What follows belongs to an exercise in optimizing a design on an open flow for small area; a production flow would make more cautious choices. Function was checked by simulation only, so behaviour that the tests miss may differ from the original. Power and IR drop assume default switching activity.

==> design/flow/design.v <==
module i69_core (
    input  wire        clk,
    input  wire        rst,           
    input  wire [31:0] mem_size,      
    output reg         mem_req,
    output reg         mem_we,
    output reg  [31:0] mem_addr,
    output reg  [7:0]  mem_wdata,
    input  wire        mem_ready,
    input  wire [7:0]  mem_rdata,
    output reg         out_valid,
    output reg  [7:0]  out_data,
    output wire        halted,
    output wire        faulted,
    output reg  [1:0]  fault_cause,   
    input  wire [3:0]  dbg_sel,
    output reg  [31:0] dbg_data
);
    localparam [2:0] S_FETCH  = 3'd0,
                     S_DECODE = 3'd1,
                     S_OPER   = 3'd2,
                     S_IND    = 3'd3,
                     S_EXEC   = 3'd4,
                     S_STORE  = 3'd5,
                     S_HALT   = 3'd6,
                     S_FAULT  = 3'd7;
    localparam [1:0] F_DECODE = 2'd1,
                     F_ADDR   = 2'd2,
                     F_BOUNDS = 2'd3;
    localparam [3:0] K_HALT = 4'd0,
                     K_OUT  = 4'd1,
                     K_JEZ  = 4'd2,
                     K_JNZ  = 4'd3,
                     K_MV   = 4'd4,
                     K_MV32 = 4'd5,
                     K_CMP  = 4'd6,
                     K_ADD  = 4'd7,
                     K_SUB  = 4'd8,
                     K_XOR  = 4'd9,
                     K_APTR = 4'd10,
                     K_BAD  = 4'd15;
    reg [7:0]  ra, rb, rc, rd, re, rf;
    reg [31:0] la, lb, lc, ld, ptr, pc;
    reg [2:0]  state;
    reg [7:0]  op;         
    reg [31:0] fp;         
    reg [2:0]  nbytes;     
    reg [31:0] operand;    
    wire [2:0] dst = op[5:3];
    wire [2:0] src = op[2:0];
    reg [3:0] kind;
    always @(*) begin
        case (op)
            8'h01: kind = K_HALT;
            8'h02: kind = K_OUT;
            8'h21: kind = K_JEZ;
            8'h22: kind = K_JNZ;
            8'hC1: kind = K_CMP;
            8'hC2: kind = K_ADD;
            8'hC3: kind = K_SUB;
            8'hC4: kind = K_XOR;
            8'hE1: kind = K_APTR;
            default: begin
                if (op[7:6] == 2'b01)
                    kind = K_MV;
                else if (op[7:6] == 2'b10)
                    kind = K_MV32;
                else
                    kind = K_BAD;
            end
        endcase
    end
    wire [32:0] ea = {1'b0, ptr} + {25'd0, rc};
    wire        ea_ok = ea < {1'b0, mem_size};
    wire        pc_ok = pc < mem_size;
    wire        fp_ok = fp < mem_size;
    reg [7:0] reg8_src;
    always @(*) begin
        case (src)
            3'd1: reg8_src = ra;
            3'd2: reg8_src = rb;
            3'd3: reg8_src = rc;
            3'd4: reg8_src = rd;
            3'd5: reg8_src = re;
            3'd6: reg8_src = rf;
            default: reg8_src = 8'd0;
        endcase
    end
    reg [31:0] reg32_src;
    always @(*) begin
        case (src)
            3'd1: reg32_src = la;
            3'd2: reg32_src = lb;
            3'd3: reg32_src = lc;
            3'd4: reg32_src = lc;
            3'd5: reg32_src = ptr;
            3'd6: reg32_src = pc + 32'd1;
            default: reg32_src = 32'd0;
        endcase
    end
    always @(*) begin
        mem_req   = 1'b0;
        mem_we    = 1'b0;
        mem_addr  = 32'd0;
        mem_wdata = 8'd0;
        case (state)
            S_FETCH: if (pc_ok) begin
                mem_req  = 1'b1;
                mem_addr = pc;
            end
            S_OPER: if (fp_ok) begin
                mem_req  = 1'b1;
                mem_addr = fp;
            end
            S_IND: if (ea_ok) begin
                mem_req  = 1'b1;
                mem_addr = ea[31:0];
            end
            S_STORE: if (ea_ok) begin
                mem_req   = 1'b1;
                mem_we    = 1'b1;
                mem_addr  = ea[31:0];
                mem_wdata = operand[7:0];
            end
            default: ;
        endcase
    end
    assign halted  = (state == S_HALT);
    assign faulted = (state == S_FAULT);
    always @(*) begin
        case (dbg_sel)
            4'd0:  dbg_data = {24'd0, ra};
            4'd1:  dbg_data = {24'd0, rb};
            4'd2:  dbg_data = {24'd0, rc};
            4'd3:  dbg_data = {24'd0, rd};
            4'd4:  dbg_data = {24'd0, re};
            4'd5:  dbg_data = {24'd0, rf};
            4'd6:  dbg_data = la;
            4'd7:  dbg_data = lb;
            4'd8:  dbg_data = lc;
            4'd9:  dbg_data = ld;
            4'd10: dbg_data = ptr;
            4'd11: dbg_data = pc;
            default: dbg_data = 32'd0;
        endcase
    end
    task automatic fault(input [1:0] cause);
        begin
            fault_cause <= cause;
            state       <= S_FAULT;
        end
    endtask
    always @(posedge clk) begin
        if (rst) begin
            ra <= 8'd0; rb <= 8'd0; rc <= 8'd0;
            rd <= 8'd0; re <= 8'd0; rf <= 8'd0;
            la <= 32'd0; lb <= 32'd0; lc <= 32'd0; ld <= 32'd0;
            ptr <= 32'd0; pc <= 32'd0;
            state       <= S_FETCH;
            op          <= 8'd0;
            fp          <= 32'd0;
            nbytes      <= 3'd0;
            operand     <= 32'd0;
            fault_cause <= 2'd0;
            out_valid   <= 1'b0;
            out_data    <= 8'd0;
        end else begin
            out_valid <= 1'b0;
            case (state)
                S_FETCH: begin
                    if (!pc_ok) begin
                        fault(F_BOUNDS);
                    end else if (mem_ready) begin
                        op    <= mem_rdata;
                        fp    <= pc + 32'd1;
                        state <= S_DECODE;
                    end
                end
                S_DECODE: begin
                    operand <= 32'd0;
                    case (kind)
                        K_BAD: fault(F_DECODE);
                        K_APTR: begin
                            nbytes <= 3'd1;
                            state  <= S_OPER;
                        end
                        K_JEZ, K_JNZ: begin
                            nbytes <= 3'd4;
                            state  <= S_OPER;
                        end
                        K_MV: begin
                            if (src == 3'd0) begin
                                nbytes <= 3'd1;
                                state  <= S_OPER;
                            end else if (src == 3'd7) begin
                                state <= S_IND;
                            end else begin
                                operand <= {24'd0, reg8_src};
                                state   <= S_EXEC;
                            end
                        end
                        K_MV32: begin
                            if (src == 3'd0) begin
                                nbytes <= 3'd4;
                                state  <= S_OPER;
                            end else if (src == 3'd7) begin
                                fault(F_ADDR);
                            end else begin
                                operand <= reg32_src;
                                state   <= S_EXEC;
                            end
                        end
                        default: state <= S_EXEC;
                    endcase
                end
                S_OPER: begin
                    if (!fp_ok) begin
                        fault(F_BOUNDS);
                    end else if (mem_ready) begin
                        if (kind == K_MV || kind == K_APTR)
                            operand <= {24'd0, mem_rdata};
                        else
                            operand <= {mem_rdata, operand[31:8]};
                        fp     <= fp + 32'd1;
                        nbytes <= nbytes - 3'd1;
                        if (nbytes == 3'd1)
                            state <= S_EXEC;
                    end
                end
                S_IND: begin
                    if (!ea_ok) begin
                        fault(F_BOUNDS);
                    end else if (mem_ready) begin
                        operand <= {24'd0, mem_rdata};
                        state   <= S_EXEC;
                    end
                end
                S_EXEC: begin
                    state <= S_FETCH;
                    pc    <= fp;
                    case (kind)
                        K_HALT: begin
                            state <= S_HALT;
                        end
                        K_OUT: begin
                            out_valid <= 1'b1;
                            out_data  <= ra;
                        end
                        K_JEZ: if (rf == 8'd0) pc <= operand;
                        K_JNZ: if (rf != 8'd0) pc <= operand;
                        K_CMP: rf <= (ra == rb) ? 8'd0 : 8'd1;
                        K_ADD: ra <= ra + rb;
                        K_SUB: ra <= ra - rb;
                        K_XOR: ra <= ra ^ rb;
                        K_APTR: ptr <= ptr + operand;
                        K_MV: begin
                            case (dst)
                                3'd0: begin
                                    pc <= pc;
                                    fault(F_ADDR);
                                end
                                3'd1: ra <= operand[7:0];
                                3'd2: rb <= operand[7:0];
                                3'd3: rc <= operand[7:0];
                                3'd4: rd <= operand[7:0];
                                3'd5: re <= operand[7:0];
                                3'd6: rf <= operand[7:0];
                                3'd7: begin
                                    pc    <= pc;
                                    state <= S_STORE;
                                end
                            endcase
                        end
                        K_MV32: begin
                            case (dst)
                                3'd1: la  <= operand;
                                3'd2: lb  <= operand;
                                3'd3: lc  <= operand;
                                3'd4: lc  <= operand;    
                                3'd5: ptr <= operand;
                                3'd6: pc  <= operand;
                                default: begin
                                    pc <= pc;
                                    fault(F_ADDR);
                                end
                            endcase
                        end
                        default: ;
                    endcase
                end
                S_STORE: begin
                    if (!ea_ok) begin
                        fault(F_BOUNDS);
                    end else if (mem_ready) begin
                        pc    <= fp;
                        state <= S_FETCH;
                    end
                end
                default: ;    
            endcase
        end
    end
endmodule
==> design/flow/run.sh <==
#!/bin/bash
# synth_recipe.tcl (not shown) runs the flow's synth.tcl, then flattens the netlist and writes it again
# the make line also repeats each setting of config.mk as NAME=value (left out here)
make -C /OpenROAD-flow-scripts/flow DESIGN_CONFIG=/design/flow/config.mk WORK_HOME=/design/flow/orfs CLKGATE_MAP_FILE= SYNTH_SCRIPT=/design/flow/synth_recipe.tcl finish
==> design/flow/config.mk <==
export PLATFORM = sky130hd
export DESIGN_NAME = i69_core
export DESIGN_NICKNAME = i69_core
export VERILOG_FILES = /design/flow/design.v
export SDC_FILE = /design/flow/constraint.sdc
export NUM_CORES = 4
export LEC_CHECK = 0
export CAP_MARGIN = 20
export CORE_MARGIN = 2
export CORE_UTILIZATION = 40
export PLACE_DENSITY = 0.6
export SLEW_MARGIN = 20
==> design/flow/constraint.sdc <==
create_clock -name core_clock -period 10.0 [get_ports {clk}]
set_input_delay 2.0000 -clock core_clock [delete_from_list [all_inputs] [get_ports {clk}]]
set_output_delay 2.0000 -clock core_clock [all_outputs]
set_load 0.01 [all_outputs]
==> notes.md <==
nets=~3.2k; Crit Path Max Fanout=31; Leakage Power=9.73 nW; Syn Area/Cell=7.48 um2; Setup crit end kind=output port; core footprint=0.0551 mm2; largest cells by area after synthesis=dfxtp_1 (27%), ha_1 (8.7%), nand2_1 (7.6%), a21oi_1 (6.4%), nor2_1 (5.1%); detailed placement HPWL=68.4 mm; global-route wire length before repair=140 mm; WL/cell=25.1 um; Syn-to-layout area delta=13.8%; total gr overflow=0; Syn Nets=3186; Root Buffer=clkbuf_16; Post-synth top cells=nand2_1 (450), nor2_1 (300), dfxtp_1 (297); Worst-path clk slew=0.06 ns; first-pass iteration count of the detailed router=8; post-synthesis cell type count=86; ys flop type=dfxtp_1; Gate Count Post-Synth=between 2k and 3k; final wirelength=94.3 mm; sequential fraction of design power=about 34%; Clock Skews=0.0194 ns; layout cells sized above 1=6.42%; worst path required time=8.00 ns; Clock Sinks=297; VDD IR max=131 uV; Hold Violations, Final=0; Clk pwr share=26.0%; Mapped Area=approximately 0.022 mm2; Reg area=~0.006 mm2; row count=86; initial antenna violation count=3; CTS Buffer Depth=3; hold buffers post-CTS=0; Die Y=240 um; Ports=134; H-tree lvl count=2; number of synthesized register bits=between 200 and 300; FF-to-FF path depth=19; largest net degree at the start of global routing=151; DR vias=23.9k; multi-input logic area=0.0152 mm2; Fillers=5482; Slew headroom=24.7%; Post-CTS Resized=0; routability cong.=0.949; GRT Util Overall=between 30% and 40%; ratio of final minimum period to clock period=between 80% and 90%; vias in the first global route=between 20k and 25k; CTS tree=yes; Switching Share=46.3%; min cycle time layout=roughly 8.7 ns; worst slew pin tran=1.13 ns; unrepaired setup endpoints after global routing=false; pwr dens=210 mW/mm2; area leader, netlist=dfxtp_1; Residual DRC=0; critical path class=reg2out; total negative setup slack=0 ns; critical path data arrival time=6.71 ns; antenna-violating nets left=0; # port buffers=about 130; Seq/Total Area, Yosys=26.7%; Hold Path Class=reg2reg; Combinational Power Share=40.4%; top-area cell type share of the netlist area=between 20% and 30%; drt via density=about 6.4; switching pwr=0.00247 W; initial detailed-routing violation count=3325; most common cell in the netlist=nand2_1; Worst-Skew Late Latency=slightly below 0.6 ns; Num CTS Buffers=36; Final Core Density=46.1%; Setup violations, final=0; Yosys warnings=1; Max Cap Violations=0; Peak Freq=115 MHz; DP Cell Count=between 3k and 4k; number of synthesized flops with an enable pin=0; Slew Viols, Final=0; outcome=no timing/DRC/antenna violations; Die Wd=~240 um; Starting Density=just over 40%; P_int=0.00286 W; setup bufs post-CTS=0; hold depth=2; die area=roughly 0.058 mm2; ys async rst share=0%; Finished Layout Cells=3757; element type at the critical path start=register
## cell type report
| class | instances | area share, % |
|---|---|---|
| clock inverter | 17 | 0.819 |
| timing repair buffer | 181 | 6.74 |
| tap | 748 | 3.69 |
| antenna | 2 | 0.0197 |
| inverter | 93 | 1.38 |
| clock buffer | 46 | 3.93 |
| multi-input combinational | 2373 | 60.0 |
| sequential | 297 | 23.4 |
## power groups by stage
stage                     clock network [W]  registers, W  logic (W)
after CTS                           0.00139       0.00176    0.00211
after global routing                0.00144       0.00180    0.00233
after floorplan                           0       0.00152    0.00149
after detailed placement                  0       0.00178    0.00210
final                               0.00139       0.00179    0.00216
after global placement                    0       0.00178    0.00207
## routing by layer
layer	share of wire (%)	track usage, %	wire [um]
met3	12	7.36	11400
met1	44	47.0	41300
met5	0.022	0	21
met4	3.5	11.2	3280
met2	41	44.9	38200
## logic make-up (layout without fill, tap and decap cells)
group,count (synthesis),in the layout,share of synthesized area [%]
compound gates,934,934,28.1
mux,129,129,5.95
buf+inv,310,337,5.49
simple gates,1067,1067,21.4
xor+xnor,84,84,3.30
flops,297,297,26.7
fa+ha+maj,159,159,9.06
other cells,0,2,0
## critical path, stage by stage, from the launching register on
cell and delay [ns]:
dfxtp_1 0.44, ha_1 0.27, a21o_1 0.17, a21oi_1 0.22, o21bai_1 0.09, a21oi_1 0.23, o21bai_1 0.13, a41oi_1 0.86
nor2_1 0.15, xnor2_1 0.43, ha_1 0.33, and4_1 0.21, a221oi_1 0.26, o31ai_1 0.14, a311oi_1 0.38, o211ai_1 0.43
nor2_2 0.18, buf_4 0.36, a21o_1 0.25, clkdlybuf4s50_1 0.56
## cell usage in the layout (no fill, tap or decap), types with 42 or more instances in the layout
cell type        synthesis  routed
clkdlybuf4s50_1          0     132
ha_1                   155     155
o21ai_0                144     143
nor2_1                 300     290
xnor2_1                 42      42
buf_4                    7      47
a21oi_1                286     284
a211oi_1                95      95
a22oi_1                 67      67
nand3_1                 85      84
dfxtp_1                297     296
mux2i_1                100     100
nand2_1                450     447
xor2_1                  42      42
a222oi_1                50      50
a21o_1                  58      58
inv_1                   92      92
## state kept, by name, indices dropped and copies added, names as in the netlist, 32 cells and up
name     flops
operand     32
fp          32
pc          32
lc          32
ptr         32
la          32
lb          32
## final timing paths
path	start	slack [ns]	end
setup / recovery	ptr[1]$_SDFFE_PP0P_	1.29	mem_addr[15]
hold / removal	nbytes[1]$_SDFFE_PP0P_	0.46	nbytes[1]$_SDFFE_PP0P_
setup reg to reg	ptr[1]$_SDFFE_PP0P_	3.76	operand[16]$_SDFFE_PP0P_
hold reg to reg	nbytes[1]$_SDFFE_PP0P_	0.46	nbytes[1]$_SDFFE_PP0P_
## per-stage QoR
stage | setup WS, ns | total power, W | hold slack (ns) | cell area (um2)
final | 1.29 | 0.00533 | 0.456 | 25400
after detailed placement | 1.74 | 0.00388 | 0.449 | 24100
after global placement | 1.81 | 0.00385 | 0.441 | 24100
after CTS | 1.33 | 0.00526 | 0.459 | 25300
after global routing | 0.924 | 0.00557 | 0.483 | 25400
after floorplan | 3.69 | 0.00301 | 0.432 | 22300

## port drivers added, routing unchanged
No port has a modelled driver above. Below, the same layout with a new extraction and two added sets of constraints.
Step 1 sets driving cells, clkbuf_16 on the clock port and buf_2 on the other inputs (assumed; they add their load-dependent delay and slew).
Step 2, shift: input delay + t, output delay - t, t = (earliest + latest rising clock arrival at the registers) / 2. This alone moves slack from input paths to output paths.
Three values: no drivers, after step 1, after step 2; two values: the first two.
t, ns: 0.629
setup WS [ns]: 1.290 / 1.234 / 1.760
hold WS [ns]: 0.456 / 0.456 / 0.456
latest minus earliest clock arrival (ns): 0.019 / 0.019
After both steps this run still meets setup and hold. The setup slack of this run moves by -0.056 ns with the drivers and by +0.470 ns with both steps.
